Context: an optimization exercise on an open-source flow, tuned for a short achievable clock period. The choices shown serve that exercise and are no tape-out recipe. At most, simulation tests tie the RTL to the original design; equivalence was not proved. The RTL of runs 2 and 6 to 8 was laid out without a check of its function. No activity file was given, so power comes from the tool's default toggle rates.

`flow/design.v`:
```
module sport_frame_decoder (
    input  wire        clk,
    input  wire        rst,         
    input  wire        in_valid,
    input  wire [7:0]  in_data,
    output wire        frame_valid,
    output wire [71:0] frame_data,
    output wire        evt_valid,
    output wire [3:0]  evt_kind,
    output wire [31:0] evt_value
);
    localparam [7:0] START     = 8'h7E;
    localparam [7:0] ESC       = 8'h7D;
    localparam [7:0] ESC_XOR   = 8'h20;
    localparam [7:0] DEVICE_ID = 8'h1B;
    localparam [7:0] FRAME_TYPE= 8'h10;
    reg       s_idle, s_pay, s_esc;
    reg [3:0] cur;
    reg       p8, e8;
    reg [63:0] fb;
    reg       acc_q;
    reg [3:0] kind_q;
    wire step   = in_valid && !rst;
    wire is_esc = (in_data == ESC);
    wire wr     = step && (s_esc || (s_pay && !is_esc));
    wire [7:0] wdata = s_esc ? (in_data ^ ESC_XOR) : in_data;
    wire [3:0] cur_next = cur + 4'd1;
    always @(posedge clk) begin
        if (rst) begin
            s_idle <= 1'b1;
            s_pay  <= 1'b0;
            s_esc  <= 1'b0;
            cur    <= 4'd0;
            p8     <= 1'b0;
            e8     <= 1'b0;
        end else if (in_valid) begin
            if (s_idle) begin
                if (in_data == START) begin
                    s_idle <= 1'b0;
                    s_pay  <= 1'b1;
                    cur    <= 4'd0;
                end
            end else if (s_pay) begin
                if (is_esc) begin
                    s_pay <= 1'b0;
                    s_esc <= 1'b1;
                    e8    <= p8;
                    p8    <= 1'b0;
                end else begin
                    cur    <= cur_next;
                    s_idle <= p8;
                    s_pay  <= !p8;
                    p8     <= (cur == 4'd7);
                    e8     <= 1'b0;
                end
            end else if (s_esc) begin
                cur    <= cur_next;
                s_idle <= e8;
                s_esc  <= 1'b0;
                s_pay  <= !e8;
                p8     <= (cur == 4'd7);
                e8     <= 1'b0;
            end
        end
    end
    always @(posedge clk) begin
        if (wr)
            fb <= {wdata, fb[63:8]};
    end
    wire [7:0]  device_id    = fb[15:8];
    wire [7:0]  frame_type   = fb[23:16];
    wire [15:0] data_type_id = fb[39:24];
    reg       known;
    reg [3:0] kind;
    always @(*) begin
        known = 1'b1;
        kind  = 4'd0;
        case (data_type_id)
            16'h0600: kind = 4'd0;    
            16'h0800: kind = 4'd1;    
            16'h0210: kind = 4'd2;    
            16'h0910: kind = 4'd3;    
            16'h0200: kind = 4'd4;    
            16'h0840: kind = 4'd5;    
            16'hF101: kind = 4'd6;    
            16'h0400: kind = 4'd7;    
            16'h0410: kind = 4'd8;    
            16'h0100: kind = 4'd9;    
            16'h0820: kind = 4'd10;   
            16'h0420: kind = 4'd11;   
            16'h0830: kind = 4'd12;   
            16'h0430: kind = 4'd13;   
            16'h0440: kind = 4'd14;   
            16'h0110: kind = 4'd15;   
            default:  known = 1'b0;
        endcase
    end
    always @(posedge clk) begin
        if (wr && cur == 4'd7) begin
            acc_q  <= (device_id == DEVICE_ID) && (frame_type == FRAME_TYPE) && known;
            kind_q <= kind;
        end
    end
    localparam integer NA = 102;      
    localparam integer G  = 8;        
    localparam integer ND = (NA + G - 1) / G;
    wire        ep8 = e8 | p8;
    wire        e8n = ~e8;
    wire [3:0]  kv  = acc_q ? kind_q : 4'd0;
    wire [31:0] vv  = acc_q ? fb[63:32] : 32'd0;
    wire [NA-1:0] src = {vv, kv, acc_q, fb, 1'b1};
    wire [NA-1:0] zn  = ~(ep8 ? src : {NA{1'b0}});
    wire [NA-1:0] a_out;
    wire [ND-1:0] cn;
    genvar g, j;
    generate
        for (g = 0; g < ND; g = g + 1) begin : dec
            sfd_dec u_dec (
                .v(in_valid), .r(rst), .d(in_data), .e8n(e8n), .cn(cn[g])
            );
        end
        for (j = 0; j < NA; j = j + 1) begin : bitg
            g_nor2 u_bit (.a(cn[j / G]), .b(zn[j]), .y(a_out[j]));
        end
    endgenerate
    wire       ln;
    wire [7:0] dn;
    sfd_decl u_ldec (
        .v(in_valid), .r(rst), .d(in_data), .e8n(e8n), .en(ep8), .cn(ln)
    );
    generate
        for (j = 0; j < 8; j = j + 1) begin : lastg
            if (j == 5) begin : fl
                g_xnor2 u_x (.a(in_data[j]), .b(e8), .y(dn[j]));
            end else begin : pl
                g_inv u_i (.a(in_data[j]), .y(dn[j]));
            end
            g_nor2 u_bit (.a(ln), .b(dn[j]), .y(frame_data[64 + j]));
        end
    endgenerate
    assign frame_valid       = a_out[0];
    assign frame_data[63:0]  = a_out[64:1];
    assign evt_valid         = a_out[65];
    assign evt_kind          = a_out[69:66];
    assign evt_value         = a_out[101:70];
endmodule
module sfd_dec (
    input  wire       v,
    input  wire       r,
    input  wire [7:0] d,
    input  wire       e8n,
    output wire       cn
);
    wire nlo, nhi, eqlo, eqhi, m, vr;
    g_nand4b u_lo  (.an(d[1]), .b(d[0]), .c(d[2]), .d(d[3]), .y(nlo));
    g_nand4b u_hi  (.an(d[7]), .b(d[4]), .c(d[5]), .d(d[6]), .y(nhi));
    g_inv    u_ilo (.a(nlo), .y(eqlo));
    g_inv    u_ihi (.a(nhi), .y(eqhi));
    g_nand3  u_m   (.a(eqlo), .b(eqhi), .c(e8n), .y(m));
    g_vr2    u_vr  (.v(v), .r(r), .y(vr));
    g_nand2  u_cn  (.a(vr), .b(m), .y(cn));
endmodule
module sfd_decl (
    input  wire       v,
    input  wire       r,
    input  wire [7:0] d,
    input  wire       e8n,
    input  wire       en,
    output wire       cn
);
    wire nlo, nhi, eqlo, eqhi, m, vr;
    g_nand4b u_lo  (.an(d[1]), .b(d[0]), .c(d[2]), .d(d[3]), .y(nlo));
    g_nand4b u_hi  (.an(d[7]), .b(d[4]), .c(d[5]), .d(d[6]), .y(nhi));
    g_inv    u_ilo (.a(nlo), .y(eqlo));
    g_inv    u_ihi (.a(nhi), .y(eqhi));
    g_nand3  u_m   (.a(eqlo), .b(eqhi), .c(e8n), .y(m));
    g_vr     u_vr  (.v(v), .r(r), .en(en), .y(vr));
    g_nand2  u_cn  (.a(vr), .b(m), .y(cn));
endmodule
module g_vr2 (
    input  wire v,
    input  wire r,
    output wire y
);
    assign y = v & ~r;
endmodule
module g_vr (
    input  wire v,
    input  wire r,
    input  wire en,
    output wire y
);
    assign y = v & ~r & en;
endmodule
module g_nand4b (
    input  wire an,
    input  wire b,
    input  wire c,
    input  wire d,
    output wire y
);
    assign y = ~(~an & b & c & d);
endmodule
module g_nand3 (
    input  wire a,
    input  wire b,
    input  wire c,
    output wire y
);
    assign y = ~(a & b & c);
endmodule
module g_nand2 (
    input  wire a,
    input  wire b,
    output wire y
);
    assign y = ~(a & b);
endmodule
module g_nor2 (
    input  wire a,
    input  wire b,
    output wire y
);
    assign y = ~(a | b);
endmodule
module g_inv (
    input  wire a,
    output wire y
);
    assign y = ~a;
endmodule
module g_xnor2 (
    input  wire a,
    input  wire b,
    output wire y
);
    assign y = ~(a ^ b);
endmodule
```
`flow/flow/run.sh`:
```
#!/bin/bash
# Standard layout, with global placement weighting the timing-critical nets
# more heavily than the default.
set -uo pipefail
bash standard.sh GLOBAL_PLACEMENT_ARGS="-timing_driven_net_weight_max 8 -timing_driven_nets_percentage 40" finish > standard.log 2>&1
```
`flow/standard.sh`:
```
#!/bin/bash
# synth_recipe.tcl (not shown) runs the flow's synth.tcl, then flattens the netlist and writes it again
# the make line also repeats each setting of config.mk as NAME=value (left out here)
make -C /OpenROAD-flow-scripts/flow DESIGN_CONFIG=/design/flow/config.mk WORK_HOME=/design/flow/orfs CLKGATE_MAP_FILE= SYNTH_SCRIPT=/design/flow/synth_recipe.tcl "${@:-finish}"
```
`flow/config.mk`:
```
export PLATFORM = sky130hd
export DESIGN_NAME = sport_frame_decoder
export DESIGN_NICKNAME = sport_frame_decoder
export VERILOG_FILES = /design/flow/design.v
export SDC_FILE = /design/flow/constraint.sdc
export NUM_CORES = 4
export LEC_CHECK = 0
export CAP_MARGIN = 20
export CORE_MARGIN = 2
export CORE_UTILIZATION = 45
export SETUP_SLACK_MARGIN = 3.2
export SLEW_MARGIN = 20
export SYNTH_HIERARCHICAL = 1
```
`flow/constraint.sdc`:
```
create_clock -name core_clock -period 6.0 [get_ports {clk}]
set_input_delay 1.2000 -clock core_clock [delete_from_list [all_inputs] [get_ports {clk}]]
set_output_delay 1.2000 -clock core_clock [all_outputs]
set_load 0.01 [all_outputs]
```
==> results of run 1 <==
[modules after synthesis (local to each module, per instance), excerpt]
module | flip-flops and latches | cells inside | area (µm²)
g_inv | 0 | 1 | 3.75
g_nand2 | 0 | 1 | 3.75
g_nand3 | 0 | 1 | 5.00
g_nand4b | 0 | 1 | 8.76
g_nor2 | 0 | 1 | 3.75
g_vr | 0 | 1 | 8.76
g_vr2 | 0 | 1 | 13.8
g_xnor2 | 0 | 1 | 8.76
sport_frame_decoder | 78 | 312 | 3520
[what timing repair did]
item,4_1_cts,5_1_grt
setup endpoints to repair,188,150
hold buffers,0,0
pin swaps,32,19
cloned,6,2
buffers inserted,70,19
gates resized for setup,673,41
[power groups by stage]
stage	clock, mW	combinational (mW)	sequential (mW)
after detailed placement	0	0.0812	0.595
after global placement	0	0.0798	0.595
after floorplan	0	0.0503	0.595
final	0.338	0.171	0.583
after global routing	0.363	0.178	0.583
after CTS	0.336	0.156	0.583
[stage by stage]
step	power, mW	instance area [µm²]	util (%)	instances
after floorplan	0.645	5440	-	528
after global placement	0.675	6710	66.2	767
after detailed placement	0.676	6710	66.2	767
after CTS	1.08	7900	77.9	859
after global routing	1.12	8320	82.0	880
final	1.09	8320	82.0	880
[registers in the layout, summed over array words and instances, names as in the netlist]
name,cells
p8,1
s_idle,1
s_pay,1
fb,64
kind_q,4
cur,4
s_esc,1
e8,1
acc_q,1
[layer usage]
metal  part of all wire (%)  vias up
met3                    6.4       28
met4                    1.8        0
met1                     39     2415
met5                      0        -
met2                     53      224
li1                       -     2238
[cells by family after synthesis]
logic type,count (synthesis),share of synthesized area (%)
AND/OR/NAND/NOR,353,39.3
AO/OA/AOI/OAI,26,4.27
flip-flops,78,48.6
multiplexers,1,0.216
adder cells (fa/ha/maj),1,0.270
XOR/XNOR,7,1.32
buffers and inverters,62,5.97
[cells in the mapped netlist (all sizes together), types with 3 or more instances]
cell type  instances  area [µm²]
nand2            101         382
nor2             125         472
nor3b              4        30.0
xor2               3        26.3
nand3             44         220
a32oi              4        35.0
nor2b             14         185
xnor2              4        35.0
clkbuf            11        61.3
nand4b            29         254
buf                8        53.8
edfxtp            69        2070
a21oi              3        15.0
nand2b             6        40.0
nor4               4        46.3
o21ai              8        40.0
inv               43         161
or3                3        18.8
nor3               4        20.0
nor4b              3        26.3
dfxtp              9         180
[worst min-delay path by stage]
stage | from | to | slack, ns | depth (start not counted)
6_report | fb[20] | fb[12] | 0.48 | 0
5_1_grt | fb[20] | fb[12] | 0.50 | 0
3_5_place_dp | fb[10] | fb[2] | 0.46 | 0
2_1_floorplan | fb[33] | fb[25] | 0.43 | 0
4_1_cts | fb[11] | fb[3] | 0.49 | 0
3_3_place_gp | fb[16] | fb[8] | 0.47 | 0
[area by class of cell]
type | count | area [µm²]
well taps | 136 | 170
fillers | 572 | 1820
repair buffers | 218 | 2420
clock inverters | 5 | 26.3
multi-input cells | 389 | 3150
clock buffers | 11 | 131
inverters | 43 | 165
flip-flops and latches | 78 | 2250
[critical path, delay by kind of cell]
family / cells / cell delay, ns
and+or+nand+nor: 4 / 0.46
buffers and inverters: 4 / 0.46
==> flow_metrics.tcl, run 1 <==
set metrics [dict create \
    outcome "complete, no violations" \
    cts.htree.levels 3 \
    fin_crit_sh_pct 55.4 \
    final_cell_mix "buf_6, nand2_1, nor2_4, edfxtp_1, inv_1" \
    hold_viol 0 \
    reg2reg_from "cur[0]" \
    core_area_mm2 0.0101 \
    initial_core_util_pct 45.7 \
    tritoncts "built" \
    cts_made_buffers 9 \
    gp_congestion 0.870 \
    yosysUniqueCellTypes 58 \
    drt-initial-drc-count 309 \
    grt_pass1_vias 4595 \
    p_leak_nw 3.03 \
    worstMarginPinSlew_ns 0.954 \
    nNetsFinal 751 \
    port-buffer-count 120 \
    grt_pass1_wl_um 24600 \
    drv_cap 0 \
    gr-total-overflow 0 \
    crit_chain "buf_16 > nand4b_1 > inv_1 > nand3_2 > nand2_8 > buf_6 > nor2_2 > buf_2" \
    setup_slack_ns 2.68 \
    worstSetupPathType "in -> out" \
    clock_skew_ns 0.0113 \
    cts_max_path_buffers 2 \
    fin_hold_ws_ns 0.480 \
    syn_area_mm2 0.00463 \
    slew_viol_final 0 \
    hp-class "reg -> reg" \
    reg2reg_depth 3 \
    grt_most_used_layer "met2" \
    dieArea_mm2 0.0111 \
    ir_worst_vdd_mv 0.0893 \
    seq_area_frac_synth_pct 48.6 \
    tns_ns 0 \
    synth_cells 528 \
    syn-num-nets 540 \
    sw_frac_of_total_pct 24.7 \
    worstPathMaxFanout 8 \
    critPathMaxStageDelay_ns 0.16 \
    p_comb_share_pct 15.7 \
    endpoint "frame_data[25]" \
    worstReg2RegEnd "acc_q" \
    antenna_found_initial 0 \
    synth_edf_count 69 \
    synth_seq_cells 78 \
    place_hpwl_um 9050 \
    p_int_uw 821 \
    grt_max_degree 90 \
    diodes 0 \
    setup_viol 0 \
    seqPwrFrac_pct 53.4 \
    via_count 4905 \
    slew_headroom_pct 36.1 \
    grtUsageMet1_pct 35.9 \
    grtUsageMet2_pct 48.1 \
    pwr-share-clk_pct 31.0 \
    io_pins 121 \
    avgSynthCellArea_um2 8.77 \
    regToRegSetupSlack_ns 4.10 \
    rows 37 \
    clock_latency_ns 0.35 \
    drt_wl_total_um 16500 \
    yosysWarnings 7 \
    grt.met3_usage_pct 5.01 \
    power_density_mw_per_mm2 131 \
    critPathLaunch "in_data[1]" \
    rsz0062_at_grt "true" \
    drt_first_pass_iters 6 \
    dieHeight_um 105 \
    final_common_cell "buf_6" \
    worstPathArrival_ns 2.12 \
    cp-end-kind "output port" \
    worstSetupStartpointType "primary input" \
    drive_above_1_share_pct 54.7 \
    ys.flop_type "edfxtp_1" \
    fmax_ghz 0.301 \
    clk_pin_slew_worst_paths_ns 0.08 \
    post-route-min-period_ns 3.32 \
    crit_slowest_cell "nand4b_1" \
    viasPerCell 5.57 \
    detailedPlace.worstSlack_ns 1.47 \
    wl_per_cell_um 18.7 \
    grtUsageTotal_pct 28.0 \
    root_buffer "clkbuf_8" \
    p_sw_uw 270 \
    async_reset_ff_share_pct 0 \
    area_growth_pct 79.5 \
    cts.sinks 78 \
    drtAntennaViolNets 0 \
    die_w_um 105 \
    drc 0 \
    crit_required_ns 4.80 \
]
==> run 2: changes to the inputs <==
--- a/flow/design.v
+++ b/flow/design.v
@@ -104,3 +104,3 @@
     localparam integer NA = 102;      
-    localparam integer G  = 8;        
+    localparam integer G  = 5;        
     localparam integer ND = (NA + G - 1) / G;
@@ -125,6 +125,9 @@
     endgenerate
-    wire       ln;
+    wire [1:0] ln;
     wire [7:0] dn;
-    sfd_decl u_ldec (
-        .v(in_valid), .r(rst), .d(in_data), .e8n(e8n), .en(ep8), .cn(ln)
+    sfd_decl u_ldec0 (
+        .v(in_valid), .r(rst), .d(in_data), .e8n(e8n), .en(ep8), .cn(ln[0])
+    );
+    sfd_decl u_ldec1 (
+        .v(in_valid), .r(rst), .d(in_data), .e8n(e8n), .en(ep8), .cn(ln[1])
     );
@@ -137,3 +140,3 @@
             end
-            g_nor2 u_bit (.a(ln), .b(dn[j]), .y(frame_data[64 + j]));
+            g_nor2 u_bit (.a(ln[j / 4]), .b(dn[j]), .y(frame_data[64 + j]));
         end
==> flow/run.sh (new file) <==
#!/bin/bash
# synth_recipe.tcl (not shown) runs the flow's synth.tcl, then flattens the netlist and writes it again
# the make line also repeats each setting of config.mk as NAME=value (left out here)
make -C /OpenROAD-flow-scripts/flow DESIGN_CONFIG=/design/flow/config.mk WORK_HOME=/design/flow/orfs CLKGATE_MAP_FILE= SYNTH_SCRIPT=/design/flow/synth_recipe.tcl finish
removed: flow/flow/run.sh
removed: flow/standard.sh
==> flow_metrics.tcl, run 2 <==
set metrics [dict create \
    outcome "complete, no violations" \
    hp-class "reg -> reg" \
    grt_pass1_wl_um 25400 \
    p_leak_nw 3.04 \
    cts_max_path_buffers 2 \
    syn-num-nets 603 \
    synth_seq_cells 78 \
    setup_viol 0 \
    final_common_cell "nand2_1" \
    async_reset_ff_share_pct 0 \
    seq_area_frac_synth_pct 44.5 \
    worstPathMaxFanout 6 \
    clock_skew_ns 0.0102 \
    tritoncts "built" \
    cts.sinks 78 \
    reg_top3 "fb (64), cur (4), kind_q (4)" \
    cp-end-kind "output port" \
    slew_viol_final 0 \
    gp_congestion 0.805 \
    synthTopCellsByArea "edfxtp_1, nor2_1, nand4b_1" \
    grtUsageTotal_pct 27.9 \
    post-route-min-period_ns 3.25 \
    ys_top_cells_by_count "nor2_1, nand2_1, edfxtp_1, inv_1, nand3_1" \
    hold_viol 0 \
    rows 38 \
    ir_worst_vdd_mv 0.133 \
    worstMarginPinSlew_ns 0.566 \
    synth_edf_count 69 \
    core_area_mm2 0.0109 \
    nNetsFinal 761 \
    synth_top_area_cell "edfxtp_1" \
    via_count 5053 \
    ys.flop_type "edfxtp_1" \
    root_buffer "clkbuf_8" \
    drc 0 \
    port-buffer-count 120 \
    fin_crit_sh_pct 54.2 \
    grt_pass1_vias 4747 \
    clk_pin_slew_worst_paths_ns 0.08 \
    worstSetupStartpointType "primary input" \
    regMostFlops "fb" \
    grt_max_degree 60 \
    dieArea_mm2 0.0121 \
    viasPerCell 5.65 \
    clock_latency_ns 0.35 \
    syn_area_mm2 0.00506 \
    drv_cap 0 \
    synth_most_common_cell "nor2_1" \
    drtAntennaViolNets 0 \
    gr-total-overflow 0 \
    yosysUniqueCellTypes 58 \
    cts.htree.levels 3 \
    worstSetupPathType "in -> out" \
    fin_util_pct 72.0 \
    io_pins 121 \
    synth_cells 591 \
    power_density_mw_per_mm2 146 \
    antenna_found_initial 1 \
    tns_ns 0 \
    drt_first_pass_iters 6 \
    die_w_um 110 \
    yosysWarnings 7 \
    dieHeight_um 110 \
    rsz0062_at_grt "true" \
    drive_above_1_share_pct 49.7 \
    worstPathArrival_ns 2.05 \
    area_growth_pct 55.0 \
    drt_wl_total_um 17500 \
    avgSynthCellArea_um2 8.56 \
    largest_reg_flops 64 \
    cts_made_buffers 9 \
    synth_top_area_share_pct 41.0 \
    fmax_ghz 0.308 \
    drt-initial-drc-count 346 \
    final_cell_mix "nand2_1, nor2_2, buf_2, edfxtp_1, inv_1" \
    wl_per_cell_um 19.5 \
    slew_headroom_pct 62.2 \
    initial_core_util_pct 46.4 \
    crit_required_ns 4.80 \
    place_hpwl_um 9390 \
]
[run 2: logic make-up after synthesis]
family / share of synthesized area (%)
simple gates: 43.1
buf+inv: 6.81
flops: 44.5
compound gates: 3.91
xor+xnor: 1.21
mux: 0.198
fa+ha+maj: 0.247
[run 2: Yosys stat by module (local to each module, per instance), a selection]
module	times used	cells inside
g_inv	53	1
g_xnor2	1	1
g_vr	2	1
g_nand4b	46	1
sport_frame_decoder	1	312
g_nor2	110	1
g_nand2	23	1
g_nand3	23	1
[run 2: layout make-up]
type / count / area (µm²)
Antenna cell: 1 / 2.50
Clock buffer: 12 / 145
Clock inverter: 4 / 47.5
Fill cell: 824 / 3050
Inverter: 61 / 233
Multi-Input combinational cell: 435 / 3240
Sequential cell: 78 / 2250
Tap cell: 140 / 175
Timing Repair Buffer: 163 / 1730
Timing Repair inverter: 1 / 7.51
[run 2: worst max-delay path, stage by stage]
cell and delay (ns):
buf_16 0.11, nand4b_1 0.17, inv_1 0.09, nand3_2 0.09, nand2_4 0.09, buf_6 0.12
nor2_2 0.04, buf_2 0.14
[run 2: final timing paths]
path,start,end,slack [ns],cells after the start
max,in_data[1],frame_data[62],2.75,8
max reg2reg,s_pay,fb[3],4.05,3
min,fb[16],fb[8],0.48,0
min reg2reg,fb[16],fb[8],0.48,0
[run 2: per-layer routing]
metal | share of wire [%] | GRT usage [%] | vias up
met1 | 40 | 34.7 | 2458
met3 | 7.3 | 6.29 | 29
li1 | - | - | 2352
met4 | 2.1 | 11.9 | 0
met2 | 51 | 46.5 | 214
met5 | 0 | 0 | -
[run 2: what timing repair did]
action,in CTS,in global routing
setup endpoints to repair,188,110
gates cloned,11,5
buffers inserted,24,2
pin swaps,44,49
hold buffers,0,0
gates resized for setup,607,96
[run 2: per-stage QoR]
stage | cells | setup WS, ns | area [µm²] | hold slack (ns) | power [mW]
after floorplan | 591 | 2.35 | 5380 | 0.428 | 0.644
after global placement | 836 | 1.33 | 6670 | 0.467 | 0.686
after detailed placement | 836 | 1.27 | 6670 | 0.469 | 0.688
after CTS | 887 | 2.75 | 7210 | 0.487 | 1.13
after global routing | 894 | 2.70 | 7840 | 0.493 | 1.18
final | 895 | 2.75 | 7840 | 0.484 | 1.14
[run 2: power by group]
part	total (mW)	switching (mW)	leakage [nW]	internal, mW
logic	0.169	0.0811	2.26	0.0882
clock network	0.393	0.190	0.0964	0.203
registers	0.583	0.000373	0.682	0.582
==> run 3: changes to the inputs <==
--- a/flow/design.v
+++ b/flow/design.v
@@ -104,3 +104,3 @@
     localparam integer NA = 102;      
-    localparam integer G  = 5;        
+    localparam integer G  = 4;        
     localparam integer ND = (NA + G - 1) / G;
==> flow_metrics.tcl, run 3 <==
set metrics [dict create \
    cts_made_buffers 9 \
    crit_required_ns 4.80 \
    worstPathMaxFanout 14 \
    syn_area_mm2 0.00529 \
    synth_seq_cells 78 \
    reg2reg_from "cur[0]" \
    post-route-min-period_ns 3.24 \
    drv_cap 0 \
    slew_viol_final 0 \
    rows 39 \
    ctsHoldBuffers 0 \
    critPathBufInv 3 \
    seq_area_frac_synth_pct 42.5 \
    drc 0 \
    root_buffer "clkbuf_16" \
    ir_worst_vdd_mv 0.161 \
    rsz0062_at_grt "true" \
    nNetsFinal 791 \
    yosysWarnings 7 \
    reg_top3 "fb (64), cur (4), kind_q (4)" \
    initial_core_util_pct 46.2 \
    hp-class "reg -> reg" \
    fin_hold_ws_ns 0.480 \
    worstHoldPathCells 0 \
    diodes 0 \
    final_cells 927 \
    viasPerCell 5.74 \
    synth_top_area_cell "edfxtp_1" \
    die_w_um 112 \
    io_pins 121 \
    synth_cells 626 \
    yosysUniqueCellTypes 58 \
    regMostFlops "fb" \
    synth_top_area_share_pct 39.1 \
    worstSetupPathType "in -> out" \
    clock_skew_ns 0.00741 \
    regToRegSetupSlack_ns 4.13 \
    grt_pass1_vias 5012 \
    place_hpwl_um 10000 \
    min_from "fb[12]" \
    multi_input_area_mm2 0.00345 \
    synth_most_common_cell "nor2_1" \
    dieHeight_um 112 \
    gr-total-overflow 0 \
    synthTopCellsByArea "edfxtp_1, nand4b_1, nor2_1" \
    wl_met2_um 8880 \
    fillers 872 \
    dp.cells 876 \
    final_common_cell "nor2_2" \
    clk_pin_slew_worst_paths_ns 0.06 \
    fin_util_pct 70.3 \
    highest_layer "met4" \
    power_density_mw_per_mm2 155 \
    p_leak_nw 3.18 \
    async_reset_ff_share_pct 0 \
    drive_above_1_share_pct 49.2 \
    crit_slowest_cell "bufbuf_16" \
    core_area_mm2 0.0115 \
    worstReg2RegEnd "kind_q[1]" \
    crit_chain "bufbuf_16 > nor2b_4 > nand2_2 > buf_6 > nor2_2 > buf_2" \
    cp-end-kind "output port" \
    tritoncts "built" \
    ys.flop_type "edfxtp_1" \
    worstPathArrival_ns 2.04 \
    reg2reg_depth 3 \
    ys_top_cells_by_count "nor2_1, nand2_1, inv_1, edfxtp_1, nand3_1" \
    setup_viol 0 \
    largest_reg_flops 64 \
    power_mw 1.25 \
    fmax_ghz 0.308 \
    area.sequential_mm2 0.00225 \
    grt_pass1_wl_um 26300 \
    grtUsageTotal_pct 26.6 \
    synth_edf_count 69 \
    drt-met1-wl_um 7120 \
    area_growth_pct 52.2 \
    port-buffer-count 120 \
    met3WireLength_um 1490 \
    critPathMaxStageDelay_ns 0.28 \
    drtAntennaViolNets 0 \
    avgSynthCellArea_um2 8.46 \
    dieArea_mm2 0.0126 \
    gp_congestion 0.806 \
    hold_viol 0 \
    clock_latency_ns 0.35 \
    cts.htree.levels 3 \
    worstMarginPinSlew_ns 0.951 \
    drt_first_pass_iters 6 \
    critPathLaunch "rst" \
    drt-initial-drc-count 484 \
    whs_endpoint "fb[4]" \
    cp_num_cells 6 \
    antenna_found_initial 0 \
    tns_ns 0 \
    wl_per_cell_um 19.3 \
    final_cell_mix "nor2_2, nand2_1, buf_2, inv_1, edfxtp_1" \
    drt_wl_total_um 17900 \
    slew_headroom_pct 36.5 \
    via_count 5322 \
    cts_max_path_buffers 2 \
    fin_crit_sh_pct 54.1 \
    cp_top_family "buffers and inverters" \
    syn-num-nets 638 \
    grt_max_degree 91 \
    outcome "complete, no violations" \
    worstSetupStartpointType "primary input" \
    cts.sinks 78 \
]
-- run 3: how the worst max path moves through the flow --
stage                          end  slack, ns
floorplan                    fb[0]       2.35
global placement    frame_data[63]       1.28
detailed placement   frame_data[0]       1.24
CTS                  frame_data[0]       2.77
global route        frame_data[61]       2.70
finish              frame_data[62]       2.76
-- run 3: area by class of cell --
type,instances,area share [%]
sequential,78,28.0
timing repair buffer,160,20.3
clock buffer,12,2.94
multi-input combinational,458,42.8
tap,143,2.22
clock inverter,4,0.295
inverter,71,3.35
timing repair inverter,1,0.0932
-- run 3: metal layers --
metal	vias to the layer above	GRT usage (%)
met1	2544	33.5
met5	-	0
met2	278	44.9
met3	41	6.10
li1	2459	-
met4	0	9.59
-- run 3: logic make-up after synthesis --
| logic type | count (synthesis) | share of synthesized area (%) |
|---|---|---|
| AOI/OAI and AO/OA | 26 | 3.73 |
| xor gates and xnor gates | 7 | 1.16 |
| muxes | 1 | 0.189 |
| buffers and inverters | 90 | 7.21 |
| DFF | 78 | 42.5 |
| adders and majority gates | 1 | 0.236 |
| and+or+nand+nor | 423 | 44.9 |
-- run 3: worst reg2reg max path, cell delays in order, from the launching register on --
cell	delay (ns)
dfxtp_1	0.36
ha_1	0.19
nand3b_1	0.14
nor4b_2	0.81
-- run 3: timing repair --
action	CTS	global route
setup buffers	15	4
setup endpoints to repair	188	110
pin swaps	52	45
cloned	10	6
gates resized for setup	618	47
-- run 3: metrics by stage --
stage	area, µm²	worst slack, ns
4_1_cts	7630	2.77
2_1_floorplan	5680	2.35
3_3_place_gp	6990	1.28
6_report	8060	2.76
3_5_place_dp	6990	1.24
5_1_grt	8060	2.70
-- run 3: power by group --
group | switching [mW] | leakage, nW | internal, mW
registers | 0.000371 | 0.682 | 0.583
logic | 0.0862 | 2.38 | 0.0902
clock network | 0.211 | 0.120 | 0.278
total | 0.297 | 3.18 | 0.952
-- run 3: Yosys stat by module, one instance, submodules excluded, excerpt --
| module | cell area, µm² | flops+latches |
|---|---|---|
| g_vr | 8.76 | 0 |
| g_nand4b | 8.76 | 0 |
| g_xnor2 | 8.76 | 0 |
| g_nand2 | 3.75 | 0 |
| g_nor2 | 3.75 | 0 |
| g_inv | 3.75 | 0 |
==> run 4: changes to the inputs <==
--- a/flow/config.mk
+++ b/flow/config.mk
@@ -9,3 +9,3 @@
 export CORE_MARGIN = 2
-export CORE_UTILIZATION = 45
+export CORE_UTILIZATION = 40
 export SETUP_SLACK_MARGIN = 3.2
==> flow_metrics.tcl, run 4 <==
set metrics [dict create \
    worstSetupPathType "in -> out" \
    hold_viol 0 \
    wl_per_cell_um 19.6 \
    wl_met2_um 9330 \
    fmax_ghz 0.306 \
    core_area_mm2 0.0131 \
    p_leak_nw 3.32 \
    crit_slowest_cell "nand4b_1" \
    port-buffer-count 120 \
    clock_latency_ns 0.34 \
    rows 42 \
    worstReg2RegEnd "acc_q" \
    met3WireLength_um 1400 \
    post-route-min-period_ns 3.27 \
    synthTopCellsByArea "edfxtp_1, nand4b_1, nor2_1" \
    largest_reg_flops 64 \
    root_buffer "clkbuf_16" \
    slew_headroom_pct 60.3 \
    ys.flop_type "edfxtp_1" \
    hp-class "reg -> reg" \
    initial_core_util_pct 40.5 \
    syn_area_mm2 0.00529 \
    dieArea_mm2 0.0142 \
    avgSynthCellArea_um2 8.46 \
    grtUsageTotal_pct 26.8 \
    synth_top_area_share_pct 39.1 \
    yosysWarnings 7 \
    drc 0 \
    final_cell_mix "nand2_1, nor2_2, buf_2, edfxtp_1, inv_1" \
    drive_above_1_share_pct 49.4 \
    setup_viol 0 \
    min_from "fb[8]" \
    drt_wl_total_um 19200 \
    fin_crit_sh_pct 54.5 \
    viasPerCell 5.54 \
    gr-total-overflow 0 \
    tritoncts "built" \
    worstPathArrival_ns 2.07 \
    cts_made_buffers 9 \
    critPathBufInv 3 \
    critPathMaxStageDelay_ns 0.23 \
    area_growth_pct 58.6 \
    grt_pass1_wl_um 29400 \
    via_count 5415 \
    grt_max_degree 91 \
    drt-met1-wl_um 8040 \
    highest_layer "met4" \
    cts_max_path_buffers 2 \
    final_common_cell "nand2_1" \
    clock_skew_ns 0.00857 \
    rsz0062_at_grt "true" \
    drtAntennaViolNets 0 \
    synth_most_common_cell "nor2_1" \
    seq_area_frac_synth_pct 42.5 \
    drt-initial-drc-count 488 \
    cts.htree.levels 3 \
    ctsHoldBuffers 0 \
    synth_seq_cells 78 \
    fin_hold_ws_ns 0.479 \
    ir_worst_vdd_mv 0.118 \
    drv_cap 0 \
    outcome "complete, no violations" \
    regToRegSetupSlack_ns 4.22 \
    reg_top3 "fb (64), cur (4), kind_q (4)" \
    reg2reg_depth 5 \
    gp_congestion 0.838 \
    cts.sinks 78 \
    clk_pin_slew_worst_paths_ns 0.06 \
    regMostFlops "fb" \
    tns_ns 0 \
    synth_top_area_cell "edfxtp_1" \
    worstMarginPinSlew_ns 0.595 \
    yosysUniqueCellTypes 58 \
    place_hpwl_um 10500 \
    ys_top_cells_by_count "nor2_1, nand2_1, inv_1, edfxtp_1, nand3_1" \
    dieHeight_um 119 \
    worstPathMaxFanout 7 \
    cp-end-kind "output port" \
    antenna_found_initial 0 \
    synth_edf_count 69 \
    cp_top_family "simple AND/OR/NAND/NOR gates" \
    crit_chain "buf_16 > nand4b_1 > inv_2 > nand3_2 > nand2_4 > nor2_2 > buf_2" \
    worstSetupStartpointType "primary input" \
    die_w_um 119 \
    syn-num-nets 638 \
    io_pins 121 \
    slew_viol_final 0 \
    drt_first_pass_iters 5 \
    nNetsFinal 809 \
    crit_required_ns 4.80 \
    worstHoldPathCells 0 \
    whs_endpoint "fb[0]" \
    power_density_mw_per_mm2 153 \
    reg2reg_from "fb[36]" \
    async_reset_ff_share_pct 0 \
    synth_cells 626 \
    grt_pass1_vias 5151 \
    diodes 0 \
]
## run 4: what timing repair did
action,CTS,global route
resized for setup,567,119
cloned,15,2
setup endpoints to repair,188,110
pin swaps,19,34
hold endpoints to repair,0,0
buffers inserted,32,3
## run 4: worst register-to-register path: cells and delay by family, from the launching register on
family | cells | cell delay, ns
and+or+nand+nor | 4 | 0.92
DFF | 1 | 0.50
AOI/OAI and AO/OA | 1 | 0.22
## run 4: layer usage
| metal | GRT usage (%) | vias up |
|---|---|---|
| li1 | - | 2506 |
| met1 | 35.8 | 2614 |
| met2 | 43.9 | 258 |
| met3 | 5.08 | 37 |
| met4 | 8.93 | 0 |
| met5 | 0 | - |
## run 4: how the worst max path moves through the flow
stage,from,cells after the start,slack (ns),to
after floorplan,in_data[2],4,2.35,fb[0]
after global routing,in_data[7],8,2.70,frame_data[51]
after global placement,in_data[6],7,1.18,frame_data[50]
after detailed placement,in_data[2],7,1.22,frame_data[51]
after CTS,in_valid,7,2.71,frame_data[28]
final,in_data[1],7,2.73,frame_data[50]
## run 4: through the flow
step / total power, mW / setup WS (ns) / instances / util, % / cell area (µm²)
floorplan: 0.652 / 2.35 / 626 / - / 5680
global placement: 0.703 / 1.18 / 910 / 53.9 / 7050
detailed placement: 0.703 / 1.22 / 910 / 53.7 / 7030
CTS: 1.27 / 2.71 / 973 / 61.5 / 8050
global route: 1.33 / 2.70 / 978 / 64.2 / 8400
finish: 1.28 / 2.73 / 978 / 64.2 / 8400
## run 4: kinds of logic after synthesis
family / share of synthesized area [%]
AND/OR/NAND/NOR: 44.9
buffers and inverters: 7.21
flip-flops: 42.5
AO/OA/AOI/OAI: 3.73
XOR/XNOR: 1.16
multiplexers: 0.189
adder cells (fa/ha/maj): 0.236
## run 4: area by class of cell
class | count | area [µm²]
Clock inverter | 4 | 21.3
Fill cell | 1095 | 4690
Clock buffer | 12 | 256
Sequential cell | 78 | 2250
Timing Repair inverter | 1 | 7.51
Tap cell | 176 | 220
Multi-Input combinational cell | 458 | 3420
Timing Repair Buffer | 178 | 1940
Inverter | 71 | 270
## run 4: Yosys stat by module (local to each module, per instance), a selection
| module | copies in the design | flops+latches | area (µm²) |
|---|---|---|---|
| g_inv | 63 | 0 | 3.75 |
| g_nand2 | 28 | 0 | 3.75 |
| g_nand3 | 28 | 0 | 5.00 |
| g_nand4b | 56 | 0 | 8.76 |
| g_nor2 | 110 | 0 | 3.75 |
| g_vr | 2 | 0 | 8.76 |
| g_vr2 | 26 | 0 | 13.8 |
| sport_frame_decoder | 1 | 78 | 3520 |
## run 4: power breakdown
part | switching (mW) | internal (mW)
logic | 0.0918 | 0.102
clock network | 0.207 | 0.300
registers | 0.000384 | 0.583
==> run 5: changes to the inputs <==
==> flow/flow/run.sh (new file) <==
#!/bin/bash
# Standard layout; setup repair may size, swap pins, clone and remove
# buffers, but does not insert new buffers (SETUP_MOVE_SEQUENCE).
set -uo pipefail
bash standard.sh SETUP_MOVE_SEQUENCE=unbuffer,sizeup,swap,clone finish > standard.log 2>&1
==> flow/standard.sh (new file) <==
#!/bin/bash
# synth_recipe.tcl (not shown) runs the flow's synth.tcl, then flattens the netlist and writes it again
# the make line also repeats each setting of config.mk as NAME=value (left out here)
make -C /OpenROAD-flow-scripts/flow DESIGN_CONFIG=/design/flow/config.mk WORK_HOME=/design/flow/orfs CLKGATE_MAP_FILE= SYNTH_SCRIPT=/design/flow/synth_recipe.tcl "${@:-finish}"
--- a/flow/config.mk
+++ b/flow/config.mk
@@ -9,3 +9,3 @@
 export CORE_MARGIN = 2
-export CORE_UTILIZATION = 40
+export CORE_UTILIZATION = 45
 export SETUP_SLACK_MARGIN = 3.2
removed: flow/run.sh
==> flow_metrics.tcl, run 5 <==
set metrics [dict create \
    cts_made_buffers 9 \
    async_reset_ff_share_pct 0 \
    io_pins 121 \
    crit_required_ns 4.80 \
    synth_top_area_share_pct 39.1 \
    port-buffer-count 120 \
    min_from "fb[12]" \
    place_hpwl_um 10000 \
    diodes 0 \
    yosysUniqueCellTypes 58 \
    whs_endpoint "fb[4]" \
    reg2reg_from "cur[0]" \
    synth_most_common_cell "nor2_1" \
    initial_core_util_pct 46.2 \
    nNetsFinal 774 \
    cts.sinks 78 \
    fin_crit_sh_pct 53.1 \
    cp-end-kind "output port" \
    drv_cap 0 \
    grt_pass1_vias 4868 \
    final_cells 910 \
    viasPerCell 5.76 \
    root_buffer "clkbuf_16" \
    outcome "complete, no violations" \
    fmax_ghz 0.314 \
    clock_skew_ns 0.00668 \
    via_count 5242 \
    worstSetupPathType "in -> out" \
    power_density_mw_per_mm2 157 \
    grt_pass1_wl_um 25900 \
    crit_slowest_cell "buf_2" \
    die_w_um 112 \
    hp-class "reg -> reg" \
    placed_area_mm2 0.00699 \
    setup_viol 0 \
    rsz0062_at_grt "true" \
    syn_area_mm2 0.00529 \
    reg_top3 "fb (64), cur (4), kind_q (4)" \
    cts.htree.levels 3 \
    dieHeight_um 112 \
    final_common_cell "nor2_2" \
    syn-num-nets 638 \
    yosysWarnings 7 \
    slew_headroom_pct 36.6 \
    tritoncts "built" \
    ys.flop_type "edfxtp_1" \
    largest_reg_flops 64 \
    post-route-min-period_ns 3.19 \
    drtAntennaViolNets 0 \
    cts_max_path_buffers 2 \
    synth_top_area_cell "edfxtp_1" \
    tns_ns 0 \
    worstPathMaxFanout 15 \
    wl_per_cell_um 19.2 \
    drive_above_1_share_pct 48.8 \
    crit_chain "buf_16 > buf_6 > nand4b_1 > inv_1 > nand3_2 > nand2_2 > nor2_2 > buf_2" \
    grt_max_degree 46 \
    worstReg2RegEnd "kind_q[1]" \
    critPathMaxStageDelay_ns 0.15 \
    antenna_found_initial 0 \
    synth_seq_cells 78 \
    regMostFlops "fb" \
    fin_area_mm2 0.00788 \
    worstPathArrival_ns 1.99 \
    slew_viol_final 0 \
    seq_area_frac_synth_pct 42.5 \
    worstHoldPathCells 0 \
    grtUsageTotal_pct 26.2 \
    drt_wl_total_um 17500 \
    ys_top_cells_by_count "nor2_1, nand2_1, inv_1, edfxtp_1, nand3_1" \
    synth_edf_count 69 \
    fillers 894 \
    clock_latency_ns 0.35 \
    ctsHoldBuffers 0 \
    synth_cells 626 \
    hold_viol 0 \
    regToRegSetupSlack_ns 4.12 \
    drc 0 \
    clk_pin_slew_worst_paths_ns 0.06 \
    dieArea_mm2 0.0126 \
    rows 39 \
    avgSynthCellArea_um2 8.46 \
    worstMarginPinSlew_ns 0.949 \
    drt-initial-drc-count 656 \
    gp_congestion 0.806 \
    dp.cells 876 \
    drt_first_pass_iters 6 \
    p_leak_nw 3.10 \
    ir_worst_vdd_mv 0.162 \
    worstSetupStartpointType "primary input" \
    power_mw 1.24 \
    gr-total-overflow 0 \
    final_cell_mix "nor2_2, buf_2, nand2_1, inv_1, edfxtp_1" \
    area_growth_pct 48.9 \
    reg2reg_depth 3 \
    cts_setup_buffers 0 \
    core_area_mm2 0.0115 \
    synthTopCellsByArea "edfxtp_1, nand4b_1, nor2_1" \
]
[run 5: Yosys stat by module, one instance, submodules excluded, a selection]
module / cell area [µm²] / copies in the design
g_vr2: 13.8 / 26
g_nand4b: 8.76 / 56
g_vr: 8.76 / 2
g_nand3: 5.00 / 28
g_xnor2: 8.76 / 1
g_nand2: 3.75 / 28
g_nor2: 3.75 / 110
g_inv: 3.75 / 63
sport_frame_decoder: 3520 / 1
[run 5: cell type report]
type / count / area [µm²] / share of cell area, %
clock inverter: 4 / 23.8 / 0.302
sequential: 78 / 2250 / 28.6
multi-input combinational: 459 / 3460 / 43.9
timing repair buffer: 142 / 1450 / 18.4
inverter: 71 / 270 / 3.43
timing repair inverter: 1 / 7.51 / 0.0952
clock buffer: 12 / 236 / 3.00
tap: 143 / 179 / 2.27
[run 5: worst max-delay path by stage]
stage,from,slack (ns),endpoint
floorplan,in_data[2],2.35,fb[0]
global placement,in_data[3],1.28,frame_data[63]
detailed placement,in_data[0],1.24,frame_data[0]
CTS,acc_q,2.83,evt_value[3]
global route,acc_q,2.71,evt_value[3]
finish,in_data[6],2.81,evt_value[31]
[run 5: critical path, delay by kind of cell]
family,cells,cell delay [ns]
buffers and inverters,4,0.47
AND/OR/NAND/NOR,4,0.32
[run 5: kinds of logic (layout without fill, tap and decap cells)]
kind of cell    count (synthesis)  after routing  share of synthesized area (%)
simple gates                  423            424                           44.9
buf+inv                        90            230                           7.21
flops                          78             78                           42.5
compound gates                 26             26                           3.73
xor+xnor                        7              7                           1.16
fa+ha+maj                       1              1                          0.236
mux                             1              1                          0.189
[run 5: report_power, final]
group          switching (mW)  internal, mW
clock                   0.210         0.278
sequential           0.000372         0.583
combinational          0.0830        0.0836
total                   0.294         0.945
[run 5: per-layer routing]
metal / part of all wire (%) / up-vias / global-route usage, %
li1: - / 2426 / -
met1: 40 / 2502 / 32.7
met2: 50 / 282 / 44.9
met3: 8.2 / 32 / 4.70
met4: 2.2 / 0 / 11.0
met5: 0 / - / 0
[run 5: what timing repair did]
| action | CTS | global route |
|---|---|---|
| gates cloned | 13 | 5 |
| pin swaps | 46 | 54 |
| endpoints found under the setup margin | 188 | 110 |
| resized for setup | 610 | 50 |
[run 5: stage by stage]
stage | setup slack (ns) | hold slack [ns] | utilization (%)
2_1_floorplan | 2.35 | 0.428 | -
3_3_place_gp | 1.28 | 0.453 | 61.0
3_5_place_dp | 1.24 | 0.467 | 61.0
4_1_cts | 2.83 | 0.480 | 65.4
5_1_grt | 2.71 | 0.495 | 68.8
6_report | 2.81 | 0.482 | 68.8
==> run 6: changes to the inputs <==
--- a/flow/design.v
+++ b/flow/design.v
@@ -104,3 +104,3 @@
     localparam integer NA = 102;      
-    localparam integer G  = 4;        
+    localparam integer G  = 5;        
     localparam integer ND = (NA + G - 1) / G;
==> flow_metrics.tcl, run 6 <==
set metrics [dict create \
    drt-initial-drc-count 346 \
    ys_top_cells_by_count "nor2_1, nand2_1, edfxtp_1, inv_1, nand3_1" \
    largest_reg_flops 64 \
    reg2reg_depth 3 \
    port-buffer-count 120 \
    gr-total-overflow 0 \
    reg2reg_from "s_pay" \
    synthTopCellsByArea "edfxtp_1, nor2_1, nand4b_1" \
    tritoncts "built" \
    cts_max_path_buffers 2 \
    diodes 0 \
    outcome "complete, no violations" \
    antenna_found_initial 0 \
    clk_pin_slew_worst_paths_ns 0.07 \
    worstPathMaxFanout 7 \
    viasPerCell 5.57 \
    crit_required_ns 4.80 \
    crit_slowest_cell "nand4b_1" \
    avgSynthCellArea_um2 8.56 \
    regToRegSetupSlack_ns 4.01 \
    whs_endpoint "fb[40]" \
    setup_viol 0 \
    clock_latency_ns 0.35 \
    synth_edf_count 69 \
    cts_made_buffers 9 \
    synth_top_area_cell "edfxtp_1" \
    ys.flop_type "edfxtp_1" \
    worstSetupStartpointType "primary input" \
    fin_crit_sh_pct 53.1 \
    dieArea_mm2 0.0121 \
    final_cell_mix "buf_2, nor2_2, nand2_1, edfxtp_1, inv_1" \
    cts_setup_buffers 0 \
    cp_top_family "simple AND/OR/NAND/NOR gates" \
    drv_cap 0 \
    worstMarginPinSlew_ns 0.819 \
    core_area_mm2 0.0109 \
    syn_area_mm2 0.00506 \
    cts.sinks 78 \
    die_w_um 110 \
    yosysUniqueCellTypes 58 \
    worstPathArrival_ns 1.99 \
    slew_viol_final 0 \
    synth_most_common_cell "nor2_1" \
    fillers 912 \
    place_hpwl_um 9390 \
    fin_hold_ws_ns 0.487 \
    post-route-min-period_ns 3.19 \
    wl_per_cell_um 18.7 \
    cts.htree.levels 3 \
    nNetsFinal 734 \
    fin_util_pct 67.3 \
    ctsHoldBuffers 0 \
    synth_seq_cells 78 \
    synth_cells 591 \
    rows 38 \
    drtAntennaViolNets 0 \
    via_count 4828 \
    worstReg2RegEnd "fb[3]" \
    regMostFlops "fb" \
    grt_max_degree 60 \
    grtUsageTotal_pct 26.1 \
    yosysWarnings 7 \
    area_growth_pct 44.9 \
    hold_viol 0 \
    final_common_cell "buf_2" \
    gp_congestion 0.805 \
    async_reset_ff_share_pct 0 \
    drt_wl_total_um 16200 \
    rsz0062_at_grt "true" \
    critPathBufInv 3 \
    p_leak_nw 2.86 \
    grt_pass1_wl_um 24000 \
    cp-end-kind "output port" \
    reg_top3 "fb (64), cur (4), kind_q (4)" \
    slew_headroom_pct 45.4 \
    clock_skew_ns 0.00975 \
    syn-num-nets 603 \
    worstHoldPathCells 0 \
    dieHeight_um 110 \
    io_pins 121 \
    area.sequential_mm2 0.00225 \
    multi_input_area_mm2 0.00319 \
    tns_ns 0 \
    root_buffer "clkbuf_8" \
    hp-class "reg -> reg" \
    min_from "fb[48]" \
    power_density_mw_per_mm2 153 \
    ir_worst_vdd_mv 0.132 \
    grt_pass1_vias 4524 \
    worstSetupPathType "in -> out" \
    crit_chain "buf_12 > nand4b_1 > inv_1 > nand3_2 > nand2_4 > nor2_2 > buf_2" \
    drt_first_pass_iters 5 \
    drc 0 \
    fmax_ghz 0.314 \
    synth_top_area_share_pct 41.0 \
    critPathMaxStageDelay_ns 0.17 \
    seq_area_frac_synth_pct 44.5 \
    initial_core_util_pct 46.4 \
    drive_above_1_share_pct 49.2 \
]
## run 6: changes by cell type in the layout (fill, tap and decap cells not counted), sizes merged, moves of 2 or more
cell and delta:
or2 +2, nand3 -5, nor2b -5, buf -8
inv -10, nand4b -10, nand2 -5
## run 6: metrics by stage
step	setup WS (ns)	total power [mW]	instance area, µm²	std cells
after floorplan	2.35	0.644	5380	591
after global placement	1.33	0.686	6670	836
after detailed placement	1.27	0.688	6670	836
after CTS	2.82	1.11	6920	862
after global routing	2.73	1.15	7320	867
final	2.81	1.12	7320	867
## run 6: modules after synthesis (local to each module, per instance), a selection
module,cells,copies in the design
g_inv,1,53
sport_frame_decoder,312,1
g_xnor2,1,1
g_vr2,1,21
g_nand2,1,23
g_nor2,1,110
g_nand3,1,23
g_vr,1,2
g_nand4b,1,46
## run 6: kinds of logic (layout without fill, tap and decap cells)
family          Yosys count  count (layout)  synth area share (%)
compound gates           26              26                  3.91
xor+xnor                  7               7                  1.21
fa+ha+maj                 1               1                 0.247
buf+inv                  80             213                  6.81
flops                    78              78                  44.5
mux                       1               1                 0.198
simple gates            398             401                  43.1
## run 6: final cells by class
type / instances / area share (%)
Sequential cell: 78 / 30.8
Timing Repair Buffer: 135 / 17.3
Multi-Input combinational cell: 436 / 43.6
Timing Repair inverter: 1 / 0.102
Clock buffer: 12 / 1.98
Clock inverter: 4 / 0.649
Inverter: 61 / 3.18
Tap cell: 140 / 2.39
## run 6: report_power, final
part	leakage [nW]	switching (mW)	internal [mW]
sequential	0.683	0.000384	0.582
combinational	2.08	0.0717	0.0694
clock	0.0964	0.192	0.203
## run 6: repair_timing
| action | 4_1_cts | 5_1_grt |
|---|---|---|
| pin swaps | 49 | 60 |
| endpoints found under the setup margin | 188 | 110 |
| gates resized for setup | 597 | 62 |
| gates cloned | 10 | 5 |
## run 6: worst max path at each step
stage               start             to  slack (ns)  cells after the start
2_1_floorplan  in_data[2]          fb[0]        2.35                      4
3_3_place_gp   in_data[6]  evt_value[20]        1.33                      7
3_5_place_dp   in_data[6]    evt_kind[0]        1.27                      7
4_1_cts             acc_q    evt_kind[0]        2.82                      4
5_1_grt             acc_q   evt_value[3]        2.73                      4
6_report       in_data[7]    evt_kind[0]        2.81                      7
## run 6: layer usage
metal | GRT usage, % | vias to the layer above | wire [µm]
li1 | - | 2298 | -
met1 | 33.2 | 2308 | 6750
met2 | 44.1 | 190 | 7980
met3 | 4.94 | 32 | 1080
met4 | 9.49 | 0 | 430
met5 | 0 | - | 0
==> run 7: changes to the inputs <==
--- a/flow/design.v
+++ b/flow/design.v
@@ -104,3 +104,3 @@
     localparam integer NA = 102;      
-    localparam integer G  = 5;        
+    localparam integer G  = 4;        
     localparam integer ND = (NA + G - 1) / G;
@@ -114,7 +114,12 @@
     wire [ND-1:0] cn;
+    localparam integer NV = (ND + 1) / 2;
+    wire [NV-1:0] vr;
     genvar g, j;
     generate
+        for (g = 0; g < NV; g = g + 1) begin : vrg
+            g_vr2 u_vr (.v(in_valid), .r(rst), .y(vr[g]));
+        end
         for (g = 0; g < ND; g = g + 1) begin : dec
             sfd_dec u_dec (
-                .v(in_valid), .r(rst), .d(in_data), .e8n(e8n), .cn(cn[g])
+                .vr(vr[g / 2]), .d(in_data), .e8n(e8n), .cn(cn[g])
             );
@@ -150,4 +155,3 @@
 module sfd_dec (
-    input  wire       v,
-    input  wire       r,
+    input  wire       vr,
     input  wire [7:0] d,
@@ -156,3 +160,3 @@
 );
-    wire nlo, nhi, eqlo, eqhi, m, vr;
+    wire nlo, nhi, eqlo, eqhi, m;
     g_nand4b u_lo  (.an(d[1]), .b(d[0]), .c(d[2]), .d(d[3]), .y(nlo));
@@ -162,3 +166,2 @@
     g_nand3  u_m   (.a(eqlo), .b(eqhi), .c(e8n), .y(m));
-    g_vr2    u_vr  (.v(v), .r(r), .y(vr));
     g_nand2  u_cn  (.a(vr), .b(m), .y(cn));
==> flow_metrics.tcl, run 7 <==
set metrics [dict create \
    drv_cap 0 \
    p_int_mw 1.01 \
    final_cell_mix "nor2_2, buf_2, nand2_1, inv_1, edfxtp_1" \
    syn_area_mm2 0.00511 \
    crit_chain "buf_16 > nand4b_1 > inv_1 > nand3_2 > nand2_4 > nor2_2 > buf_2" \
    synthTopCellsByArea "edfxtp_1, nand4b_1, nor2_1" \
    ir_worst_vdd_mv 0.138 \
    port-buffer-count 120 \
    p_comb_share_pct 11.1 \
    place_hpwl_um 9830 \
    grt_max_degree 46 \
    rsz0062_at_grt "true" \
    nNetsFinal 756 \
    grt_pass1_wl_um 25700 \
    reg2reg_from "cur[0]" \
    clk_pin_slew_worst_paths_ns 0.06 \
    gp_congestion 0.862 \
    cp-end-kind "output port" \
    worstSetupPathType "in -> out" \
    outcome "complete, no violations" \
    diodes 0 \
    io_pins 121 \
    whs_endpoint "fb[0]" \
    synthAdderAreaFrac_pct 0.245 \
    hp-class "reg -> reg" \
    worstReg2RegEnd "kind_q[3]" \
    power_density_mw_per_mm2 170 \
    grt_pass1_vias 4792 \
    tritoncts "built" \
    synth_top_area_share_pct 40.5 \
    crit_required_ns 4.80 \
    worstMarginPinSlew_ns 0.974 \
    synth_top_area_cell "edfxtp_1" \
    sw_frac_of_total_pct 22.4 \
    drt_wl_total_um 17200 \
    synth_edf_count 69 \
    post-route-min-period_ns 3.21 \
    hold_viol 0 \
    power_mw 1.30 \
    p_leak_nw 2.97 \
    drtAntennaViolNets 0 \
    syn-num-nets 625 \
    p_sw_uw 291 \
    critPathBufInv 3 \
    tns_ns 0 \
    setup_viol 0 \
    yosysWarnings 7 \
    synth_simple_gate_area_share_pct 43.0 \
    synthMuxAreaShare_pct 0.196 \
    grt_most_used_layer "met2" \
    regMostFlops "fb" \
    grtUsageMet1_pct 33.0 \
    grtUsageMet2_pct 43.9 \
    dieArea_mm2 0.0122 \
    synth_compound_gate_area_share_pct 3.86 \
    antenna_found_initial 0 \
    cts.htree.levels 3 \
    synth_top_family_by_area "simple AND/OR/NAND/NOR gates" \
    clock_latency_ns 0.34 \
    ys_top_cells_by_count "nor2_1, nand2_1, inv_1, edfxtp_1, nand3_1" \
    die_w_um 111 \
    cts_max_path_buffers 2 \
    setup_slack_ns 2.79 \
    synth_seq_cells 78 \
    worstPathMaxFanout 8 \
    synth_most_common_cell "nor2_1" \
    slew_headroom_pct 34.9 \
    largest_reg_flops 64 \
    regToRegSetupSlack_ns 4.11 \
    synth_xor_area_share_pct 1.20 \
    critPathMaxStageDelay_ns 0.19 \
    rows 38 \
    worstPathArrival_ns 2.01 \
    slew_viol_final 0 \
    seq_area_frac_synth_pct 44.0 \
    via_count 5159 \
    gr-total-overflow 0 \
    wl_per_cell_um 19.4 \
    cts.sinks 78 \
    grt.met3_usage_pct 6.04 \
    core_area_mm2 0.0110 \
    cp_top_family "simple AND/OR/NAND/NOR gates" \
    clock_skew_ns 0.00528 \
    reg_top3 "fb (64), cur (4), kind_q (4)" \
    fin_crit_sh_pct 53.5 \
    pwr-share-clk_pct 44.1 \
    cts_made_buffers 9 \
    dieHeight_um 111 \
    ys.flop_type "edfxtp_1" \
    avgSynthCellArea_um2 8.34 \
    final_common_cell "nor2_2" \
    drt_first_pass_iters 6 \
    root_buffer "clkbuf_16" \
    synth_cells 613 \
    fmax_ghz 0.311 \
    grtUsageTotal_pct 26.4 \
    cts_setup_buffers 0 \
    viasPerCell 5.81 \
    yosysUniqueCellTypes 58 \
    drt-initial-drc-count 506 \
    async_reset_ff_share_pct 0 \
    min_from "fb[8]" \
    crit_slowest_cell "nand4b_1" \
    seqPwrFrac_pct 44.9 \
    detailedPlace.worstSlack_ns 1.23 \
    drc 0 \
    initial_core_util_pct 46.6 \
    reg2reg_depth 3 \
    fin_util_pct 69.8 \
    worstSetupStartpointType "primary input" \
    area_growth_pct 50.0 \
    worstHoldPathCells 0 \
    drive_above_1_share_pct 47.5 \
]
## run 7: Yosys stat by module (local to each module, per instance), a selection
| module | cells | times used |
|---|---|---|
| g_nand3 | 1 | 28 |
| g_nor2 | 1 | 110 |
| g_vr2 | 1 | 13 |
| g_vr | 1 | 2 |
| g_inv | 1 | 63 |
| sport_frame_decoder | 312 | 1 |
| g_nand4b | 1 | 56 |
| g_nand2 | 1 | 28 |
| g_xnor2 | 1 | 1 |
## run 7: cell type report
class,count,area (µm²)
clock buffer,10,229
clock inverter,5,75.1
fill,857,3310
inverter,71,270
multi-input combinational,446,3300
sequential,78,2250
tap,140,175
timing repair buffer,137,1360
timing repair inverter,1,7.51
## run 7: worst reg2reg max path: stages (launching register included)
cell	delay [ns]
dfxtp_1	0.36
ha_1	0.17
nand3b_1	0.15
nor4b_2	0.83
## run 7: layer usage
| metal | wire [µm] | part of all wire (%) |
|---|---|---|
| met5 | 0 | 0 |
| met4 | 371 | 2.2 |
| met3 | 1230 | 7.1 |
| met2 | 8710 | 51 |
| met1 | 6930 | 40 |
## run 7: cell families after synthesis
family,Yosys count
buffers and inverters,90
AND/OR/NAND/NOR,410
XOR/XNOR,7
AO/OA/AOI/OAI,26
adder cells (fa/ha/maj),1
multiplexers,1
flip-flops,78
## run 7: worst max path at each step
stage               startpoint             end  slack (ns)  cells after the start
CTS                 in_data[7]   evt_value[21]        2.83                      7
global route             acc_q    evt_value[7]        2.73                      4
floorplan           in_data[2]           fb[0]        2.35                      4
global placement    in_data[5]  frame_data[63]        1.29                      7
detailed placement  in_data[5]  frame_data[63]        1.23                      7
finish              in_data[7]   evt_value[10]        2.79                      7
## run 7: repair_timing
item	CTS	global route
cloned	9	6
resized for setup	603	59
pin swaps	54	51
hold buffers	0	0
setup endpoints to repair	188	110
## run 7: metrics by stage
step / instances / hold slack (ns) / area, µm²
after CTS: 882 / 0.477 / 7220
after detailed placement: 858 / 0.462 / 6800
after global placement: 858 / 0.456 / 6800
final: 888 / 0.474 / 7670
after global routing: 888 / 0.485 / 7670
after floorplan: 613 / 0.428 / 5500
## run 7: power by group through the flow
stage / Sequential, mW / Combinational (mW) / Clock (mW)
2_1_floorplan: 0.595 / 0.0500 / 0
6_report: 0.584 / 0.144 / 0.573
5_1_grt: 0.583 / 0.150 / 0.603
3_5_place_dp: 0.595 / 0.0930 / 0
4_1_cts: 0.584 / 0.122 / 0.578
3_3_place_gp: 0.595 / 0.0915 / 0
==> run 8: changes to the inputs <==
==> flow/run.sh (new file) <==
#!/bin/bash
# synth_recipe.tcl (not shown) runs the flow's synth.tcl, then flattens the netlist and writes it again
# the make line also repeats each setting of config.mk as NAME=value (left out here)
make -C /OpenROAD-flow-scripts/flow DESIGN_CONFIG=/design/flow/config.mk WORK_HOME=/design/flow/orfs CLKGATE_MAP_FILE= SYNTH_SCRIPT=/design/flow/synth_recipe.tcl finish
removed: flow/flow/run.sh
removed: flow/standard.sh
==> flow_metrics.tcl, run 8 <==
set metrics [dict create \
    outcome "complete, no violations" \
    area_growth_pct 55.5 \
    whs_endpoint "fb[4]" \
    fin_hold_ws_ns 0.476 \
    p_comb_share_pct 12.9 \
    cp_top_family "buffers and inverters" \
    min_from "fb[12]" \
    synth_most_common_cell "nor2_1" \
    synth_edf_count 69 \
    ys.flop_type "edfxtp_1" \
    grt_pass1_vias 5109 \
    crit_chain "buf_16 > nand4b_1 > inv_1 > nand3_2 > nand2_2 > buf_6 > nor2_2 > buf_2" \
    worstMarginPinSlew_ns 1.00 \
    synth_seq_cells 78 \
    drv_cap 0 \
    pwr-share-clk_pct 43.2 \
    hp-class "reg -> reg" \
    p_int_mw 1.03 \
    synth_cells 613 \
    reg_top3 "fb (64), cur (4), kind_q (4)" \
    wl_per_cell_um 19.5 \
    place_hpwl_um 9830 \
    setup_viol 0 \
    root_buffer "clkbuf_16" \
    cts_made_buffers 9 \
    die_w_um 111 \
    gr-total-overflow 0 \
    crit_slowest_cell "nand4b_1" \
    via_count 5380 \
    fin_area_mm2 0.00795 \
    core_area_mm2 0.0110 \
    grtUsageTotal_pct 28.3 \
    fillers 806 \
    crit_required_ns 4.80 \
    diodes 0 \
    gp_congestion 0.862 \
    drt_wl_total_um 17900 \
    dieArea_mm2 0.0122 \
    rsz0062_at_grt "true" \
    dieHeight_um 111 \
    grt_pass1_wl_um 27600 \
    p_sw_uw 298 \
    ys_top_cells_by_count "nor2_1, nand2_1, inv_1, edfxtp_1, nand3_1" \
    cts_max_path_buffers 2 \
    fmax_ghz 0.304 \
    regToRegSetupSlack_ns 4.09 \
    cts.sinks 78 \
    seq_area_frac_synth_pct 44.0 \
    worstSetupPathType "in -> out" \
    cp-end-kind "output port" \
    worstSetupStartpointType "primary input" \
    clk_pin_slew_worst_paths_ns 0.06 \
    drt_first_pass_iters 6 \
    drive_above_1_share_pct 47.9 \
    port-buffer-count 120 \
    avgSynthCellArea_um2 8.34 \
    yosysWarnings 7 \
    synthTopCellsByArea "edfxtp_1, nand4b_1, nor2_1" \
    sw_frac_of_total_pct 22.4 \
    regMostFlops "fb" \
    critPathMaxStageDelay_ns 0.19 \
    io_pins 121 \
    final_common_cell "nand2_1" \
    rows 38 \
    antenna_found_initial 0 \
    reg2reg_from "cur[0]" \
    worstHoldPathCells 0 \
    syn-num-nets 625 \
    drt-initial-drc-count 557 \
    fin_crit_sh_pct 54.8 \
    drtAntennaViolNets 0 \
    area.sequential_mm2 0.00225 \
    cts.htree.levels 3 \
    async_reset_ff_share_pct 0 \
    final_cell_mix "nand2_1, nor2_2, buf_2, inv_1, edfxtp_1" \
    post-route-min-period_ns 3.29 \
    initial_core_util_pct 46.6 \
    multi_input_area_mm2 0.00318 \
    reg2reg_depth 3 \
    p_leak_nw 3.17 \
    worstPathMaxFanout 8 \
    viasPerCell 5.85 \
    nNetsFinal 788 \
    syn_area_mm2 0.00511 \
    tns_ns 0 \
    drc 0 \
    critPathBufInv 4 \
    worstReg2RegEnd "kind_q[3]" \
    grt_max_degree 91 \
    synth_top_area_share_pct 40.5 \
    synth_top_area_cell "edfxtp_1" \
    ir_worst_vdd_mv 0.140 \
    fin_util_pct 72.4 \
    yosysUniqueCellTypes 58 \
    worstPathArrival_ns 2.09 \
    hold_viol 0 \
    slew_headroom_pct 32.9 \
    largest_reg_flops 64 \
    ctsHoldBuffers 0 \
    placed_area_mm2 0.00680 \
    tritoncts "built" \
    seqPwrFrac_pct 43.9 \
    slew_viol_final 0 \
    power_density_mw_per_mm2 167 \
    clock_latency_ns 0.35 \
    clock_skew_ns 0.00571 \
]
[run 8: cell families (layout without fill, tap and decap cells)]
| kind of cell | count (synthesis) | in the layout | share of synthesized area [%] |
|---|---|---|---|
| xor gates and xnor gates | 7 | 7 | 1.20 |
| adders and majority gates | 1 | 1 | 0.245 |
| AOI/OAI and AO/OA | 26 | 26 | 3.87 |
| muxes | 1 | 1 | 0.196 |
| DFF | 78 | 78 | 44.0 |
| buffers and inverters | 90 | 257 | 7.46 |
| and+or+nand+nor | 410 | 410 | 43.0 |
[run 8: per-stage QoR]
step	worst slack [ns]	total power, mW	cells
finish	2.71	1.33	920
global route	2.68	1.36	920
CTS	2.77	1.32	917
detailed placement	1.23	0.688	858
floorplan	2.35	0.645	613
global placement	1.29	0.687	858
[run 8: timing repair]
item	CTS	global route
setup endpoints to repair	188	110
buffers inserted	32	0
pin swaps	49	45
resized for setup	617	47
cloned	12	3
[run 8: worst reg2reg max path: cells and delay by family, from the launching register on]
| kind | cells | cell delay [ns] |
|---|---|---|
| flip-flops | 1 | 0.36 |
| AND/OR/NAND/NOR | 2 | 0.99 |
| adder cells (fa/ha/maj) | 1 | 0.18 |
[run 8: power groups by stage]
stage	clock network, mW	logic [mW]	registers, mW
2_1_floorplan	0	0.0500	0.595
3_3_place_gp	0	0.0915	0.595
3_5_place_dp	0	0.0930	0.595
4_1_cts	0.578	0.158	0.584
5_1_grt	0.601	0.179	0.583
6_report	0.575	0.172	0.584
[run 8: metal layers]
metal	up-vias	GRT usage, %	share of wire [%]
met5	-	0	0
met4	0	12.0	2.3
met3	48	5.82	8.6
met2	318	47.0	50
met1	2572	35.9	39
li1	2442	-	-
[run 8: final cells by class]
| class | count | area share, % |
|---|---|---|
| flip-flops and latches | 78 | 28.3 |
| multi-input cells | 445 | 40.0 |
| well taps | 140 | 2.20 |
| clock buffers | 10 | 2.88 |
| inverters | 71 | 3.40 |
| repair buffers | 170 | 22.1 |
| clock inverters | 5 | 0.944 |
| repair inverters | 1 | 0.0944 |
[run 8: worst max-delay path by stage]
stage | cells past startpoint | end | from | slack (ns)
finish | 8 | evt_value[12] | in_data[1] | 2.71
global route | 8 | evt_value[12] | in_data[7] | 2.68
CTS | 8 | evt_value[19] | in_data[7] | 2.77
detailed placement | 7 | frame_data[63] | in_data[5] | 1.23
global placement | 7 | frame_data[63] | in_data[5] | 1.29
floorplan | 4 | fb[0] | in_data[2] | 2.35
[run 8: Yosys stat by module, one instance, submodules excluded, excerpt]
module / cells / cell area (µm²) / flip-flops and latches / times used
g_inv: 1 / 3.75 / 0 / 63
g_nand2: 1 / 3.75 / 0 / 28
g_nand3: 1 / 5.00 / 0 / 28
g_nand4b: 1 / 8.76 / 0 / 56
g_nor2: 1 / 3.75 / 0 / 110
g_vr: 1 / 8.76 / 0 / 2
g_vr2: 1 / 13.8 / 0 / 13
g_xnor2: 1 / 8.76 / 0 / 1
sport_frame_decoder: 312 / 3520 / 78 / 1

-- separate check: timing with driven ports --
Ports are ideal in the flow. The routed layouts listed here were re-timed in OpenROAD.
Step 1 sets driving cells, clkbuf_16 on the clock port and buf_2 on the other inputs (assumed; they add their load-dependent delay and slew).
Step 2 also shifts input and output timing later by t, the mid clock arrival at the registers, as if the neighbouring blocks saw the same clock.
a / b / c = ideal / step 1 / step 2; a / b = the first two.
run	t (ns)	slack for setup (ns)	worst setup path after step 2	latest minus earliest clock arrival (ns)	slew at the worst register clock pin (ns)
run 1	0.379	2.677 / 2.536 / 2.536	input to output	0.012 / 0.012	0.08 / 0.08
run 2	0.386	2.748 / 2.561 / 2.561	input to output	0.011 / 0.010	0.08 / 0.08
run 3	0.390	2.755 / 2.537 / 2.537	input to output	0.007 / 0.007	0.06 / 0.06
run 4	0.377	2.727 / 2.492 / 2.492	input to output	0.009 / 0.010	0.06 / 0.06
run 5	0.389	2.813 / 2.597 / 2.597	input to output	0.007 / 0.006	0.06 / 0.06
run 6	0.383	2.813 / 2.614 / 2.614	input to output	0.011 / 0.010	0.08 / 0.08
run 7	0.383	2.789 / 2.545 / 2.545	input to output	0.005 / 0.006	0.06 / 0.06
run 8	0.385	2.711 / 2.495 / 2.495	input to output	0.007 / 0.007	0.06 / 0.06
After both steps every run listed still meets setup and hold. The setup slack of run 7, which loses most, moves by -0.244 ns with the drivers and by -0.244 ns with both steps.
